This design comes from an exercise in tuning for small area, a short achievable clock period and few clock cycles on the open sky130 flow, not from production work.
In this exercise RTL edits were held to simulation tests only and were not proved equivalent to the original.
Power figures rest on the tool's default switching activity, not on a simulated workload.

==> flow/run.sh <==
#!/bin/bash
# synth_recipe.tcl (not shown) runs the flow's synth.tcl, then flattens the netlist and writes it again
# the make line also repeats each setting of config.mk as NAME=value (left out here)
make -C /OpenROAD-flow-scripts/flow DESIGN_CONFIG=/design/flow/config.mk WORK_HOME=/design/flow/orfs CLKGATE_MAP_FILE= SYNTH_SCRIPT=/design/flow/synth_recipe.tcl finish
==> flow/config.mk <==
export PLATFORM = sky130hd
export DESIGN_NAME = sim_proto_engine
export DESIGN_NICKNAME = sim_proto_engine
export VERILOG_FILES = /design/flow/design.v
export SDC_FILE = /design/flow/constraint.sdc
export NUM_CORES = 4
export LEC_CHECK = 0
export CAP_MARGIN = 20
export CORE_MARGIN = 2
export CORE_UTILIZATION = 30
export SLEW_MARGIN = 20
==> flow/constraint.sdc <==
create_clock -name core_clock -period 25.0 [get_ports {clk}]
set_input_delay 5.0000 -clock core_clock [delete_from_list [all_inputs] [get_ports {clk}]]
set_output_delay 5.0000 -clock core_clock [all_outputs]
set_load 0.01 [all_outputs]
==> flow/design.v <==
module spe_crc16_step (
    input  wire [15:0] crc_in,
    input  wire [7:0]  data,
    output wire [15:0] crc_out
);
  function automatic [15:0] crc_tab(input [7:0] idx);
    begin
      case (idx)
      8'h00: crc_tab = 16'h0000;  8'h01: crc_tab = 16'h1021;  8'h02: crc_tab = 16'h2042;  8'h03: crc_tab = 16'h3063;
      8'h04: crc_tab = 16'h4084;  8'h05: crc_tab = 16'h50A5;  8'h06: crc_tab = 16'h60C6;  8'h07: crc_tab = 16'h70E7;
      8'h08: crc_tab = 16'h8108;  8'h09: crc_tab = 16'h9129;  8'h0A: crc_tab = 16'hA14A;  8'h0B: crc_tab = 16'hB16B;
      8'h0C: crc_tab = 16'hC18C;  8'h0D: crc_tab = 16'hD1AD;  8'h0E: crc_tab = 16'hE1CE;  8'h0F: crc_tab = 16'hF1EF;
      8'h10: crc_tab = 16'h1231;  8'h11: crc_tab = 16'h0210;  8'h12: crc_tab = 16'h3273;  8'h13: crc_tab = 16'h2252;
      8'h14: crc_tab = 16'h52B5;  8'h15: crc_tab = 16'h4294;  8'h16: crc_tab = 16'h72F7;  8'h17: crc_tab = 16'h62D6;
      8'h18: crc_tab = 16'h9339;  8'h19: crc_tab = 16'h8318;  8'h1A: crc_tab = 16'hB37B;  8'h1B: crc_tab = 16'hA35A;
      8'h1C: crc_tab = 16'hD3BD;  8'h1D: crc_tab = 16'hC39C;  8'h1E: crc_tab = 16'hF3FF;  8'h1F: crc_tab = 16'hE3DE;
      8'h20: crc_tab = 16'h2462;  8'h21: crc_tab = 16'h3443;  8'h22: crc_tab = 16'h0420;  8'h23: crc_tab = 16'h1401;
      8'h24: crc_tab = 16'h64E6;  8'h25: crc_tab = 16'h74C7;  8'h26: crc_tab = 16'h44A4;  8'h27: crc_tab = 16'h5485;
      8'h28: crc_tab = 16'hA56A;  8'h29: crc_tab = 16'hB54B;  8'h2A: crc_tab = 16'h8528;  8'h2B: crc_tab = 16'h9509;
      8'h2C: crc_tab = 16'hE5EE;  8'h2D: crc_tab = 16'hF5CF;  8'h2E: crc_tab = 16'hC5AC;  8'h2F: crc_tab = 16'hD58D;
      8'h30: crc_tab = 16'h3653;  8'h31: crc_tab = 16'h2672;  8'h32: crc_tab = 16'h1611;  8'h33: crc_tab = 16'h0630;
      8'h34: crc_tab = 16'h76D7;  8'h35: crc_tab = 16'h66F6;  8'h36: crc_tab = 16'h5695;  8'h37: crc_tab = 16'h46B4;
      8'h38: crc_tab = 16'hB75B;  8'h39: crc_tab = 16'hA77A;  8'h3A: crc_tab = 16'h9719;  8'h3B: crc_tab = 16'h8738;
      8'h3C: crc_tab = 16'hF7DF;  8'h3D: crc_tab = 16'hE7FE;  8'h3E: crc_tab = 16'hD79D;  8'h3F: crc_tab = 16'hC7BC;
      8'h40: crc_tab = 16'h48C4;  8'h41: crc_tab = 16'h58E5;  8'h42: crc_tab = 16'h6886;  8'h43: crc_tab = 16'h78A7;
      8'h44: crc_tab = 16'h0840;  8'h45: crc_tab = 16'h1861;  8'h46: crc_tab = 16'h2802;  8'h47: crc_tab = 16'h3823;
      8'h48: crc_tab = 16'hC9CC;  8'h49: crc_tab = 16'hD9ED;  8'h4A: crc_tab = 16'hE98E;  8'h4B: crc_tab = 16'hF9AF;
      8'h4C: crc_tab = 16'h8948;  8'h4D: crc_tab = 16'h9969;  8'h4E: crc_tab = 16'hA90A;  8'h4F: crc_tab = 16'hB92B;
      8'h50: crc_tab = 16'h5AF5;  8'h51: crc_tab = 16'h4AD4;  8'h52: crc_tab = 16'h7AB7;  8'h53: crc_tab = 16'h6A96;
      8'h54: crc_tab = 16'h1A71;  8'h55: crc_tab = 16'h0A50;  8'h56: crc_tab = 16'h3A33;  8'h57: crc_tab = 16'h2A12;
      8'h58: crc_tab = 16'hDBFD;  8'h59: crc_tab = 16'hCBDC;  8'h5A: crc_tab = 16'hFBBF;  8'h5B: crc_tab = 16'hEB9E;
      8'h5C: crc_tab = 16'h9B79;  8'h5D: crc_tab = 16'h8B58;  8'h5E: crc_tab = 16'hBB3B;  8'h5F: crc_tab = 16'hAB1A;
      8'h60: crc_tab = 16'h6CA6;  8'h61: crc_tab = 16'h7C87;  8'h62: crc_tab = 16'h4CE4;  8'h63: crc_tab = 16'h5CC5;
      8'h64: crc_tab = 16'h2C22;  8'h65: crc_tab = 16'h3C03;  8'h66: crc_tab = 16'h0C60;  8'h67: crc_tab = 16'h1C41;
      8'h68: crc_tab = 16'hEDAE;  8'h69: crc_tab = 16'hFD8F;  8'h6A: crc_tab = 16'hCDEC;  8'h6B: crc_tab = 16'hDDCD;
      8'h6C: crc_tab = 16'hAD2A;  8'h6D: crc_tab = 16'hBD0B;  8'h6E: crc_tab = 16'h8D68;  8'h6F: crc_tab = 16'h9D49;
      8'h70: crc_tab = 16'h7E97;  8'h71: crc_tab = 16'h6EB6;  8'h72: crc_tab = 16'h5ED5;  8'h73: crc_tab = 16'h4EF4;
      8'h74: crc_tab = 16'h3E13;  8'h75: crc_tab = 16'h2E32;  8'h76: crc_tab = 16'h1E51;  8'h77: crc_tab = 16'h0E70;
      8'h78: crc_tab = 16'hFF9F;  8'h79: crc_tab = 16'hEFBE;  8'h7A: crc_tab = 16'hDFDD;  8'h7B: crc_tab = 16'hCFFC;
      8'h7C: crc_tab = 16'hBF1B;  8'h7D: crc_tab = 16'hAF3A;  8'h7E: crc_tab = 16'h9F59;  8'h7F: crc_tab = 16'h8F78;
      8'h80: crc_tab = 16'h9188;  8'h81: crc_tab = 16'h81A9;  8'h82: crc_tab = 16'hB1CA;  8'h83: crc_tab = 16'hA1EB;
      8'h84: crc_tab = 16'hD10C;  8'h85: crc_tab = 16'hC12D;  8'h86: crc_tab = 16'hF14E;  8'h87: crc_tab = 16'hE16F;
      8'h88: crc_tab = 16'h1080;  8'h89: crc_tab = 16'h00A1;  8'h8A: crc_tab = 16'h30C2;  8'h8B: crc_tab = 16'h20E3;
      8'h8C: crc_tab = 16'h5004;  8'h8D: crc_tab = 16'h4025;  8'h8E: crc_tab = 16'h7046;  8'h8F: crc_tab = 16'h6067;
      8'h90: crc_tab = 16'h83B9;  8'h91: crc_tab = 16'h9398;  8'h92: crc_tab = 16'hA3FB;  8'h93: crc_tab = 16'hB3DA;
      8'h94: crc_tab = 16'hC33D;  8'h95: crc_tab = 16'hD31C;  8'h96: crc_tab = 16'hE37F;  8'h97: crc_tab = 16'hF35E;
      8'h98: crc_tab = 16'h02B1;  8'h99: crc_tab = 16'h1290;  8'h9A: crc_tab = 16'h22F3;  8'h9B: crc_tab = 16'h32D2;
      8'h9C: crc_tab = 16'h4235;  8'h9D: crc_tab = 16'h5214;  8'h9E: crc_tab = 16'h6277;  8'h9F: crc_tab = 16'h7256;
      8'hA0: crc_tab = 16'hB5EA;  8'hA1: crc_tab = 16'hA5CB;  8'hA2: crc_tab = 16'h95A8;  8'hA3: crc_tab = 16'h8589;
      8'hA4: crc_tab = 16'hF56E;  8'hA5: crc_tab = 16'hE54F;  8'hA6: crc_tab = 16'hD52C;  8'hA7: crc_tab = 16'hC50D;
      8'hA8: crc_tab = 16'h34E2;  8'hA9: crc_tab = 16'h24C3;  8'hAA: crc_tab = 16'h14A0;  8'hAB: crc_tab = 16'h0481;
      8'hAC: crc_tab = 16'h7466;  8'hAD: crc_tab = 16'h6447;  8'hAE: crc_tab = 16'h5424;  8'hAF: crc_tab = 16'h4405;
      8'hB0: crc_tab = 16'hA7DB;  8'hB1: crc_tab = 16'hB7FA;  8'hB2: crc_tab = 16'h8799;  8'hB3: crc_tab = 16'h97B8;
      8'hB4: crc_tab = 16'hE75F;  8'hB5: crc_tab = 16'hF77E;  8'hB6: crc_tab = 16'hC71D;  8'hB7: crc_tab = 16'hD73C;
      8'hB8: crc_tab = 16'h26D3;  8'hB9: crc_tab = 16'h36F2;  8'hBA: crc_tab = 16'h0691;  8'hBB: crc_tab = 16'h16B0;
      8'hBC: crc_tab = 16'h6657;  8'hBD: crc_tab = 16'h7676;  8'hBE: crc_tab = 16'h4615;  8'hBF: crc_tab = 16'h5634;
      8'hC0: crc_tab = 16'hD94C;  8'hC1: crc_tab = 16'hC96D;  8'hC2: crc_tab = 16'hF90E;  8'hC3: crc_tab = 16'hE92F;
      8'hC4: crc_tab = 16'h99C8;  8'hC5: crc_tab = 16'h89E9;  8'hC6: crc_tab = 16'hB98A;  8'hC7: crc_tab = 16'hA9AB;
      8'hC8: crc_tab = 16'h5844;  8'hC9: crc_tab = 16'h4865;  8'hCA: crc_tab = 16'h7806;  8'hCB: crc_tab = 16'h6827;
      8'hCC: crc_tab = 16'h18C0;  8'hCD: crc_tab = 16'h08E1;  8'hCE: crc_tab = 16'h3882;  8'hCF: crc_tab = 16'h28A3;
      8'hD0: crc_tab = 16'hCB7D;  8'hD1: crc_tab = 16'hDB5C;  8'hD2: crc_tab = 16'hEB3F;  8'hD3: crc_tab = 16'hFB1E;
      8'hD4: crc_tab = 16'h8BF9;  8'hD5: crc_tab = 16'h9BD8;  8'hD6: crc_tab = 16'hABBB;  8'hD7: crc_tab = 16'hBB9A;
      8'hD8: crc_tab = 16'h4A75;  8'hD9: crc_tab = 16'h5A54;  8'hDA: crc_tab = 16'h6A37;  8'hDB: crc_tab = 16'h7A16;
      8'hDC: crc_tab = 16'h0AF1;  8'hDD: crc_tab = 16'h1AD0;  8'hDE: crc_tab = 16'h2AB3;  8'hDF: crc_tab = 16'h3A92;
      8'hE0: crc_tab = 16'hFD2E;  8'hE1: crc_tab = 16'hED0F;  8'hE2: crc_tab = 16'hDD6C;  8'hE3: crc_tab = 16'hCD4D;
      8'hE4: crc_tab = 16'hBDAA;  8'hE5: crc_tab = 16'hAD8B;  8'hE6: crc_tab = 16'h9DE8;  8'hE7: crc_tab = 16'h8DC9;
      8'hE8: crc_tab = 16'h7C26;  8'hE9: crc_tab = 16'h6C07;  8'hEA: crc_tab = 16'h5C64;  8'hEB: crc_tab = 16'h4C45;
      8'hEC: crc_tab = 16'h3CA2;  8'hED: crc_tab = 16'h2C83;  8'hEE: crc_tab = 16'h1CE0;  8'hEF: crc_tab = 16'h0CC1;
      8'hF0: crc_tab = 16'hEF1F;  8'hF1: crc_tab = 16'hFF3E;  8'hF2: crc_tab = 16'hCF5D;  8'hF3: crc_tab = 16'hDF7C;
      8'hF4: crc_tab = 16'hAF9B;  8'hF5: crc_tab = 16'hBFBA;  8'hF6: crc_tab = 16'h8FD9;  8'hF7: crc_tab = 16'h9FF8;
      8'hF8: crc_tab = 16'h6E17;  8'hF9: crc_tab = 16'h7E36;  8'hFA: crc_tab = 16'h4E55;  8'hFB: crc_tab = 16'h5E74;
      8'hFC: crc_tab = 16'h2E93;  8'hFD: crc_tab = 16'h3EB2;  8'hFE: crc_tab = 16'h0ED1;  8'hFF: crc_tab = 16'h1EF0;
      default: crc_tab = 16'h0000;
      endcase
    end
  endfunction
  assign crc_out = crc_tab(crc_in[15:8] ^ data) ^ {crc_in[7:0], 8'h00};
endmodule
module spe_fixed_encoder (
    input  wire [63:0] value,
    input  wire [1:0]  width,    
    input  wire [9:0]  scale,    
    output reg  [31:0] result,   
    output reg         ovf
);
  wire        sign = value[63];
  wire [10:0] expo = value[62:52];
  wire [51:0] frac = value[51:0];
  wire [52:0] mant = {1'b1, frac};
  wire [62:0] prod = mant * scale;
  wire [11:0] rsh = 12'd1075 - {1'b0, expo};
  reg  [62:0] ipart;
  reg         rbit;
  reg         sticky;
  reg  [62:0] mask;
  reg  [63:0] qmag;
  reg  [32:0] limit;
  reg  [32:0] qclamp;
  integer     k;
  always @(*) begin
    ipart  = 63'd0;
    rbit   = 1'b0;
    sticky = 1'b0;
    mask   = 63'd0;
    qmag   = 64'd0;
    ovf    = 1'b0;
    qclamp = 33'd0;
    result = 32'd0;
    case (width)
      2'd0:    limit = sign ? 33'd128        : 33'd127;
      2'd1:    limit = sign ? 33'd32768      : 33'd32767;
      default: limit = sign ? 33'h080000000 : 33'h07FFFFFFF;
    endcase
    if (expo == 11'h7FF) begin
      ovf = 1'b1;
      if (frac != 52'd0) qclamp = 33'd0;       
      else               qclamp = limit;       
    end else if (expo == 11'd0) begin
      qclamp = 33'd0;
    end else if (expo >= 11'd1075) begin
      ovf    = 1'b1;
      qclamp = limit;
    end else begin
      if (rsh >= 12'd64) begin
        ipart  = 63'd0;
        rbit   = 1'b0;
        sticky = 1'b1;
      end else begin
        ipart = prod >> rsh;
        rbit  = (rsh == 12'd0) ? 1'b0 : prod[rsh - 12'd1];
        for (k = 0; k < 63; k = k + 1)
          mask[k] = (k + 1 < rsh);
        sticky = |(prod & mask);
      end
      qmag = {1'b0, ipart} + {63'd0, (rbit & (sticky | ipart[0]))};
      if (qmag > {31'd0, limit}) begin
        ovf    = 1'b1;
        qclamp = limit;
      end else begin
        qclamp = qmag[32:0];
      end
    end
    if (sign) result = 32'd0 - qclamp[31:0];
    else      result = qclamp[31:0];
  end
endmodule
module sim_proto_engine (
    input  wire        clk,
    input  wire        rst,         
    input  wire        rx_valid,
    input  wire [7:0]  rx_data,
    output wire        rx_ready,
    output wire        tx_valid,
    output wire [7:0]  tx_data,
    input  wire        tx_ready,
    input  wire        wr_valid,
    input  wire        wr_sel,
    input  wire [4:0]  wr_idx,
    input  wire [63:0] wr_data,
    output wire        wr_ready,
    input  wire        stop,
    output wire        halted,
    output wire [3:0]  status       
);
  localparam [2:0] S_LOOP = 3'd0,    
                   S_WAIT = 3'd1,    
                   S_DISP = 3'd2,    
                   S_ENC  = 3'd3,    
                   S_TX   = 3'd4,    
                   S_HALT = 3'd5;
  localparam [1:0] PH_HUNT = 2'd0, PH_LEN = 2'd1, PH_BODY = 2'd2;
  reg [2:0]  state;
  reg        stop_seen;
  reg [3:0]  flags;
  reg [7:0]  t_id;                  
  reg [63:0] t_fx [1:15];           
  reg [7:0]  p_u8 [0:11];           
  reg [63:0] p_fx [5:8];            
  assign wr_ready = (state != S_ENC);
  wire   wr_fire  = wr_valid & wr_ready;
  integer i;
  always @(posedge clk) begin
    if (rst) begin
      t_id <= 8'd0;
      for (i = 1; i < 16; i = i + 1) t_fx[i] <= 64'd0;
      for (i = 0; i < 12; i = i + 1) p_u8[i] <= 8'd0;
      for (i = 5; i < 9;  i = i + 1) p_fx[i] <= 64'd0;
    end else if (wr_fire) begin
      if (!wr_sel) begin
        if (wr_idx == 5'd0)
          t_id <= wr_data[7:0];
        else if (wr_idx <= 5'd15)
          t_fx[wr_idx[3:0]] <= wr_data;
      end else begin
        if (wr_idx >= 5'd5 && wr_idx <= 5'd8)
          p_fx[wr_idx[3:0]] <= wr_data;
        else if (wr_idx <= 5'd11)
          p_u8[wr_idx[3:0]] <= wr_data[7:0];
      end
    end
  end
  reg [1:0]  rx_phase;
  reg [7:0]  rx_len;
  reg [8:0]  rx_cnt;
  reg [15:0] rx_crc;
  reg [7:0]  rx_crc_hi;
  reg [7:0]  rx_crc_lo;
  reg [7:0]  pay0, pay1, pay2;
  assign rx_ready = (state == S_WAIT);
  wire   rx_fire  = rx_valid & rx_ready;
  wire [15:0] rx_crc_next;
  spe_crc16_step u_rx_crc (.crc_in(rx_crc), .data(rx_data), .crc_out(rx_crc_next));
  wire rx_last   = (rx_phase == PH_BODY) && (rx_cnt == {1'b0, rx_len} + 9'd2);
  wire end_ok    = (rx_data == 8'h03);
  wire crc_ok    = ({rx_crc_hi, rx_crc_lo} == rx_crc);
  wire is_getvalues = (rx_len >= 8'd1) && (pay0 == 8'h04);
  wire is_custom    = (rx_len >= 8'd3) && (pay0 == 8'h24) && (pay1 == 8'h65);
  wire is_poll      = is_custom && (pay2 == 8'h18);
  wire is_noreply   = is_custom && ((pay2 == 8'h1C) || (pay2 == 8'h63));
  reg        rec;                   
  reg [4:0]  fld;                   
  reg [7:0]  tx_buf [0:53];
  reg        f_raw;                 
  reg [7:0]  f_u8;
  reg [63:0] f_val;
  reg [1:0]  f_width;               
  reg [9:0]  f_scale;
  reg [5:0]  f_off;
  reg        f_last;
  always @(*) begin
    f_raw   = 1'b0;
    f_u8    = 8'd0;
    f_val   = 64'd0;
    f_width = 2'd0;
    f_scale = 10'd1;
    f_off   = 6'd0;
    f_last  = 1'b0;
    if (!rec) begin
      case (fld)
        5'd0:  begin f_raw = 1'b1; f_u8 = t_id; f_off = 6'd0; end
        5'd1:  begin f_width = 2'd1; f_scale = 10'd10;   f_off = 6'd1;  end
        5'd2:  begin f_width = 2'd1; f_scale = 10'd10;   f_off = 6'd3;  end
        5'd3:  begin f_width = 2'd2; f_scale = 10'd1;    f_off = 6'd5;  end
        5'd4:  begin f_width = 2'd2; f_scale = 10'd100;  f_off = 6'd9;  end
        5'd5:  begin f_width = 2'd2; f_scale = 10'd1;    f_off = 6'd13; end
        5'd6:  begin f_width = 2'd2; f_scale = 10'd1;    f_off = 6'd17; end
        5'd7:  begin f_width = 2'd1; f_scale = 10'd1000; f_off = 6'd21; end
        5'd8:  begin f_width = 2'd2; f_scale = 10'd1;    f_off = 6'd23; end
        5'd9:  begin f_width = 2'd1; f_scale = 10'd10;   f_off = 6'd27; end
        5'd10: begin f_width = 2'd2; f_scale = 10'd1;    f_off = 6'd29; end
        5'd11: begin f_width = 2'd2; f_scale = 10'd1;    f_off = 6'd33; end
        5'd12: begin f_width = 2'd2; f_scale = 10'd1;    f_off = 6'd37; end
        5'd13: begin f_width = 2'd2; f_scale = 10'd1;    f_off = 6'd41; end
        5'd14: begin f_width = 2'd2; f_scale = 10'd1;    f_off = 6'd45; end
        5'd15: begin f_width = 2'd2; f_scale = 10'd1;    f_off = 6'd49; end
        default: begin f_raw = 1'b1; f_u8 = t_id; f_off = 6'd53; f_last = 1'b1; end
      endcase
      if (fld >= 5'd1 && fld <= 5'd15)
        f_val = t_fx[fld[3:0]];
    end else begin
      case (fld)
        5'd5:  begin f_width = 2'd0; f_scale = 10'd100; f_off = 6'd5;  end
        5'd6:  begin f_width = 2'd1; f_scale = 10'd10;  f_off = 6'd6;  end
        5'd7:  begin f_width = 2'd1; f_scale = 10'd100; f_off = 6'd8;  end
        5'd8:  begin f_width = 2'd1; f_scale = 10'd10;  f_off = 6'd10; end
        5'd9:  begin f_raw = 1'b1; f_off = 6'd12; end
        5'd10: begin f_raw = 1'b1; f_off = 6'd13; end
        5'd11: begin f_raw = 1'b1; f_off = 6'd14; f_last = 1'b1; end
        default: begin f_raw = 1'b1; f_off = {1'b0, fld}; end
      endcase
      if (fld >= 5'd5 && fld <= 5'd8)
        f_val = p_fx[fld[3:0]];
      else
        f_u8 = p_u8[fld[3:0]];
    end
  end
  wire [31:0] fx_result;
  wire        fx_ovf;
  spe_fixed_encoder u_fx (
      .value (f_val),
      .width (f_width),
      .scale (f_scale),
      .result(fx_result),
      .ovf   (fx_ovf)
  );
  reg [5:0]  pay_len;               
  reg [5:0]  tx_idx;                
  reg [15:0] tx_crc;
  wire [5:0] pay_end = pay_len + 6'd2;     
  reg  [7:0] tx_byte;
  always @(*) begin
    if (tx_idx == 6'd0)
      tx_byte = 8'h02;
    else if (tx_idx == 6'd1)
      tx_byte = {2'b00, pay_len};
    else if (tx_idx < pay_end)
      tx_byte = tx_buf[tx_idx - 6'd2];
    else if (tx_idx == pay_end)
      tx_byte = tx_crc[15:8];
    else if (tx_idx == pay_end + 6'd1)
      tx_byte = tx_crc[7:0];
    else
      tx_byte = 8'h03;
  end
  wire [15:0] tx_crc_next;
  spe_crc16_step u_tx_crc (.crc_in(tx_crc), .data(tx_byte), .crc_out(tx_crc_next));
  assign tx_valid = (state == S_TX);
  assign tx_data  = tx_byte;
  wire   tx_fire  = tx_valid & tx_ready;
  assign halted = (state == S_HALT);
  assign status = flags;
  always @(posedge clk) begin
    if (rst) begin
      state     <= S_LOOP;
      stop_seen <= 1'b0;
      flags     <= 4'd0;
      rx_phase  <= PH_HUNT;
      rx_len    <= 8'd0;
      rx_cnt    <= 9'd0;
      rx_crc    <= 16'd0;
      rec       <= 1'b0;
      fld       <= 5'd0;
      pay_len   <= 6'd0;
      tx_idx    <= 6'd0;
      tx_crc    <= 16'd0;
    end else begin
      if (stop) stop_seen <= 1'b1;
      case (state)
        S_LOOP: begin
          if (stop_seen) state <= S_HALT;
          else           state <= S_WAIT;
        end
        S_WAIT: begin
          if (rx_fire) begin
            case (rx_phase)
              PH_HUNT: if (rx_data == 8'h02) rx_phase <= PH_LEN;
              PH_LEN: begin
                rx_len   <= rx_data;
                rx_cnt   <= 9'd0;
                rx_crc   <= 16'd0;
                rx_phase <= PH_BODY;
              end
              default: begin
                rx_cnt <= rx_cnt + 9'd1;
                if (rx_cnt < {1'b0, rx_len}) begin
                  rx_crc <= rx_crc_next;
                  if (rx_cnt == 9'd0) pay0 <= rx_data;
                  if (rx_cnt == 9'd1) pay1 <= rx_data;
                  if (rx_cnt == 9'd2) pay2 <= rx_data;
                end else if (rx_cnt == {1'b0, rx_len}) begin
                  rx_crc_hi <= rx_data;
                end else if (rx_cnt == {1'b0, rx_len} + 9'd1) begin
                  rx_crc_lo <= rx_data;
                end
                if (rx_last) begin
                  rx_phase <= PH_HUNT;
                  if (!end_ok) begin
                    flags[0] <= 1'b1;
                    state    <= S_LOOP;
                  end else if (!crc_ok) begin
                    flags[1] <= 1'b1;
                    state    <= S_LOOP;
                  end else begin
                    state    <= S_DISP;
                  end
                end
              end
            endcase
          end
        end
        S_DISP: begin
          fld <= 5'd0;
          if (is_getvalues) begin
            rec     <= 1'b0;
            pay_len <= 6'd54;
            state   <= S_ENC;
          end else if (is_poll) begin
            rec     <= 1'b1;
            pay_len <= 6'd15;
            state   <= S_ENC;
          end else begin
            if (!is_noreply) flags[3] <= 1'b1;
            state <= S_LOOP;
          end
        end
        S_ENC: begin
          if (f_raw) begin
            tx_buf[f_off] <= f_u8;
          end else begin
            if (fx_ovf) flags[2] <= 1'b1;
            case (f_width)
              2'd0: tx_buf[f_off] <= fx_result[7:0];
              2'd1: begin
                tx_buf[f_off]        <= fx_result[15:8];
                tx_buf[f_off + 6'd1] <= fx_result[7:0];
              end
              default: begin
                tx_buf[f_off]        <= fx_result[31:24];
                tx_buf[f_off + 6'd1] <= fx_result[23:16];
                tx_buf[f_off + 6'd2] <= fx_result[15:8];
                tx_buf[f_off + 6'd3] <= fx_result[7:0];
              end
            endcase
          end
          fld <= fld + 5'd1;
          if (f_last) begin
            tx_idx <= 6'd0;
            tx_crc <= 16'd0;
            state  <= S_TX;
          end
        end
        S_TX: begin
          if (tx_fire) begin
            tx_idx <= tx_idx + 6'd1;
            if (tx_idx >= 6'd2 && tx_idx < pay_end)
              tx_crc <= tx_crc_next;
            if (tx_idx == pay_end + 6'd2)
              state <= S_LOOP;
          end
        end
        S_HALT: state <= S_HALT;
        default: state <= S_LOOP;
      endcase
    end
  end
endmodule
==> run summary <==
==> worst min-delay path: cells and delay by family (launching register included) <==
kind             cells  cell delay, ps
flip-flops           1             330
AND/OR/NAND/NOR      1              70
AO/OA/AOI/OAI        1              40
==> kinds of logic after synthesis <==
kind of cell	synth area share, %
multiplexers	12.6
other	0.00281
buffers and inverters	4.11
flip-flops	49.3
XOR/XNOR	1.57
AND/OR/NAND/NOR	15.0
adder cells (fa/ha/maj)	7.10
AO/OA/AOI/OAI	10.4
==> cells in the final DEF (no fill, tap or decap), types with 65 or more instances in the layout <==
master           netlist  layout
a211oi_1              83      80
a21o_1               106     104
a21oi_1              508     502
a22oi_1               65      65
and2_1              1035    1034
and3_1               113     113
buf_4                 20     273
clkbuf_16              0     238
clkdlybuf4s50_1        0      97
clkinv_1               8      65
conb_1                 1     384
dfxtp_1               85      78
edfxtp_1            2136    2136
fa_1                 318     318
ha_1                 243     242
inv_1                448     446
mux2i_1              261     259
mux4_2               605     605
nand2_1              851     849
nand2b_1              73      73
nand3_1              162     161
nand4_1              103     103
nor2_1              1031    1011
nor3_1               217     206
nor4_1                72      67
o211ai_1              98      98
o21ai_0              349     342
o22ai_1              161     159
xnor2_1              137     131
xor2_1               103     101
==> sequential cells by signal, indices dropped and copies added, names as in the netlist, 9 cells and up, named ones only <==
name,count
rx_crc,16
t_fx,1024
p_fx,512
tx_buf,432
tx_crc,16
p_u8,128
rx_cnt,9
==> cell type report <==
class,instances,area share (%)
clock inverters,141,0.884
repair buffers,380,2.10
diodes,9,0.0150
multi-input cells,8126,42.9
inverters,463,1.16
clock buffers,295,4.14
flip-flops and latches,2221,43.8
well taps,5928,4.94
==> per-layer routing <==
metal	vias up	global-route usage (%)	share of wire [%]
li1	41981	-	-
met1	49479	27.5	40
met2	5091	33.5	46
met3	1064	3.19	8.5
met4	16	9.28	5.2
met5	-	0	0.021
==> metrics by stage <==
step / cell area, um2 / total power, mW
floorplan: 135000 / 4.46
global placement: 143000 / 4.62
detailed placement: 143000 / 4.63
CTS: 150000 / 8.11
global route: 150000 / 8.26
finish: 150000 / 8.06
==> report_power, final <==
part / internal, mW / switching, mW / total, mW
Sequential: 4.18 / 0.0346 / 4.21
Clock: 1.97 / 1.55 / 3.51
Combinational: 0.114 / 0.218 / 0.332
==> how the worst min path moves through the flow <==
stage | end | depth (start not counted) | from | slack (ps)
2_1_floorplan | stop_seen$_SDFFE_PP0P_ | 2 | stop_seen$_SDFFE_PP0P_ | 440
3_3_place_gp | t_id[6]$_SDFFE_PP0P_ | 2 | t_id[6]$_SDFFE_PP0P_ | 470
3_5_place_dp | flags[0]$_SDFFE_PP0P_ | 2 | flags[0]$_SDFFE_PP0P_ | 470
4_1_cts | flags[0]$_SDFFE_PP0P_ | 2 | flags[0]$_SDFFE_PP0P_ | 490
5_1_grt | t_id[3]$_SDFFE_PP0P_ | 2 | t_id[3]$_SDFFE_PP0P_ | 530
6_report | flags[0]$_SDFFE_PP0P_ | 2 | flags[0]$_SDFFE_PP0P_ | 480
==> reports/qor.csv <==
stage,metric,value,unit
detailed_routing,viasPerCell,5.56,
timing,drv_slew,0,
floorplan,rows,245,
layout,fin_nets,12073,
timing,fmax,43.2,MHz
worst_setup_path,worstPathMaxFanout,46,
timing,holdWs,478,ps
placement,port_buffers,99,
detailed_routing,antenna_left,0,
timing,tightest_slew,1220,ps
worst_setup_path,crit_end,tx_buf[19][2]$_DFFE_PP_,
worst_setup_path,slowest_stage,o21ai_1,
layout,areaGrowthSynthToFinish,12.4,%
worst_setup_path,required,25720,ps
worst_setup_path,crit_family,compound AO/OA/AOI/OAI gates,
timing,setup_violations,0,
synthesis,async_reset_ff_share,0,%
timing,post-route-min-period,23160,ps
layout,nFillCells,44065,
cts,clockBufferDepth,4,
power,irDropWorstVdd,0.0707,mV
power,power_leakage,54.7,nW
synthesis,ys_types,140,
global_route,grt_max_degree,105,
floorplan,die_h,672,um
timing,setup_tns,0,ps
cts,path_clk_slew,70,ps
layout,final_util,33.8,%
worst_setup_path,r2r_slack,1840,ps
cts,clk-insertion-delay-late,1030,ps
detailed_routing,first_pass_iters,9,
synthesis,synthDominantCellAreaShare,48.0,%
cts,cts_tree,built,
worst_setup_path,r2r_end,tx_buf[19][2]$_DFFE_PP_,
worst_setup_path,cp_num_buf_inv,7,
cts,cts_sinks,2221,
detailed_routing,vias,97631,
synthesis,synth_flop_cell,edfxtp_1,
layout,seq_area,0.0659,mm2
cts,cts_max_level,4,
synthesis,yosysSeqAreaShare,49.3,%
timing,fin_skew,148,ps
global_route,grt_pass1_vias,95804,
floorplan,core_area,0.444,mm2
min_path,hp-class,flip-flop to flip-flop,
synthesis,syn_area,0.134,mm2
synthesis,ys_seq_elements,2221,
global_route,grtUsageTotal,20.7,%
cts,hold_buffers,0,
worst_setup_path,r2r-start,fld[2]$_SDFFE_PP0N_,
global_route,grt_pass1_wl,694,mm
worst_setup_path,max_stage_delay,960,ps
detailed_routing,drc,0,
placement,dp_slack,2480,ps
detailed_routing,wl_per_cell,27.4,um
timing,period_share,92.6,%
layout,multi_input_area,0.0645,mm2
synthesis,syn_inst,11251,
job,max_cap_viol_count,0,
detailed_routing,routed_wl,482,mm
timing,fin_ws,1840,ps
worst_setup_path,path_depth,61,
worst_setup_path,startpoint,fld[2]$_SDFFE_PP0N_,
power,cellPowerDensity,53.6,mW/mm2
floorplan,initial_core_util,30.1,%
synthesis,syn_avg_cell_area,11.9,um2
synthesis,synth_edf_count,2136,
floorplan,die_area,0.451,mm2
synthesis,yosysTopAreaCell,edfxtp_1,
worst_setup_path,startpoint_type,flip-flop,
synthesis,ys_warn_count,3,
synthesis,synth.area.top_cells,"edfxtp_1, mux4_2, and2_1, fa_1, nor2_1",
layout,drive_gt1_share,13.1,%
floorplan,die_w,672,um
synthesis,synthMostInstantiatedCell,edfxtp_1,
global_route,grt-ovfl-total,0,
timing,rsz0062_at_grt,false,
worst_setup_path,cp-end-kind,flip-flop,
timing,finalHoldViolations,0,
worst_setup_path,reg2reg_depth,61,
global_route,antenna_found_initial,35,
placement,dp_cells,17116,
placement,dp_hpwl,326,mm
timing,maxSlewHeadroom,18.1,%
synthesis,ys_top_cells_by_count,"edfxtp_1, and2_1, nor2_1",
status,status,"complete, no violations",
worst_setup_path,cp.arrival,23870,ps
cts,cts_root_buffer,clkbuf_16,
cts,numCtsBuffers,236,
placement,gp_congestion,0.992,
layout,stdcell_count,17563,
cts,post_cts_resized,0,
worst_setup_path,critical_path_class,flip-flop to flip-flop,
cts,post_cts_buffers,0,
floorplan,ios,100,
detailed_routing,drtIter0Drc,12411,
Testbench counts, summed over its fixed seeds: cycles 67,136.

==> static timing again, ports no longer ideal <==
How much do the figures lean on ideal ports? The routed layout below was timed once more, with nothing changed but the port constraints. Step 1: set_driving_cell puts a clkbuf_16 on clk and a buf_2 on each other input, an assumption about the parent block. Step 2 times the ports against the registers' clock, not the clock port: input delays grow and output delays shrink by t, the midpoint of the rising clock arrivals with the driver on. Slacks: ideal ports / drivers / drivers and shift; pairs: ideal ports / drivers.
shift t [ns]: 1.052
setup slack, ns: 1.844 / 1.844 / 1.844
worst data-port slew with drivers (ns): 0.19
cell pins on the clock port's net: 1
After both steps setup and hold are still met in this run. The setup slack of this run moves by 0.000 ns with the drivers and by 0.000 ns with both steps.
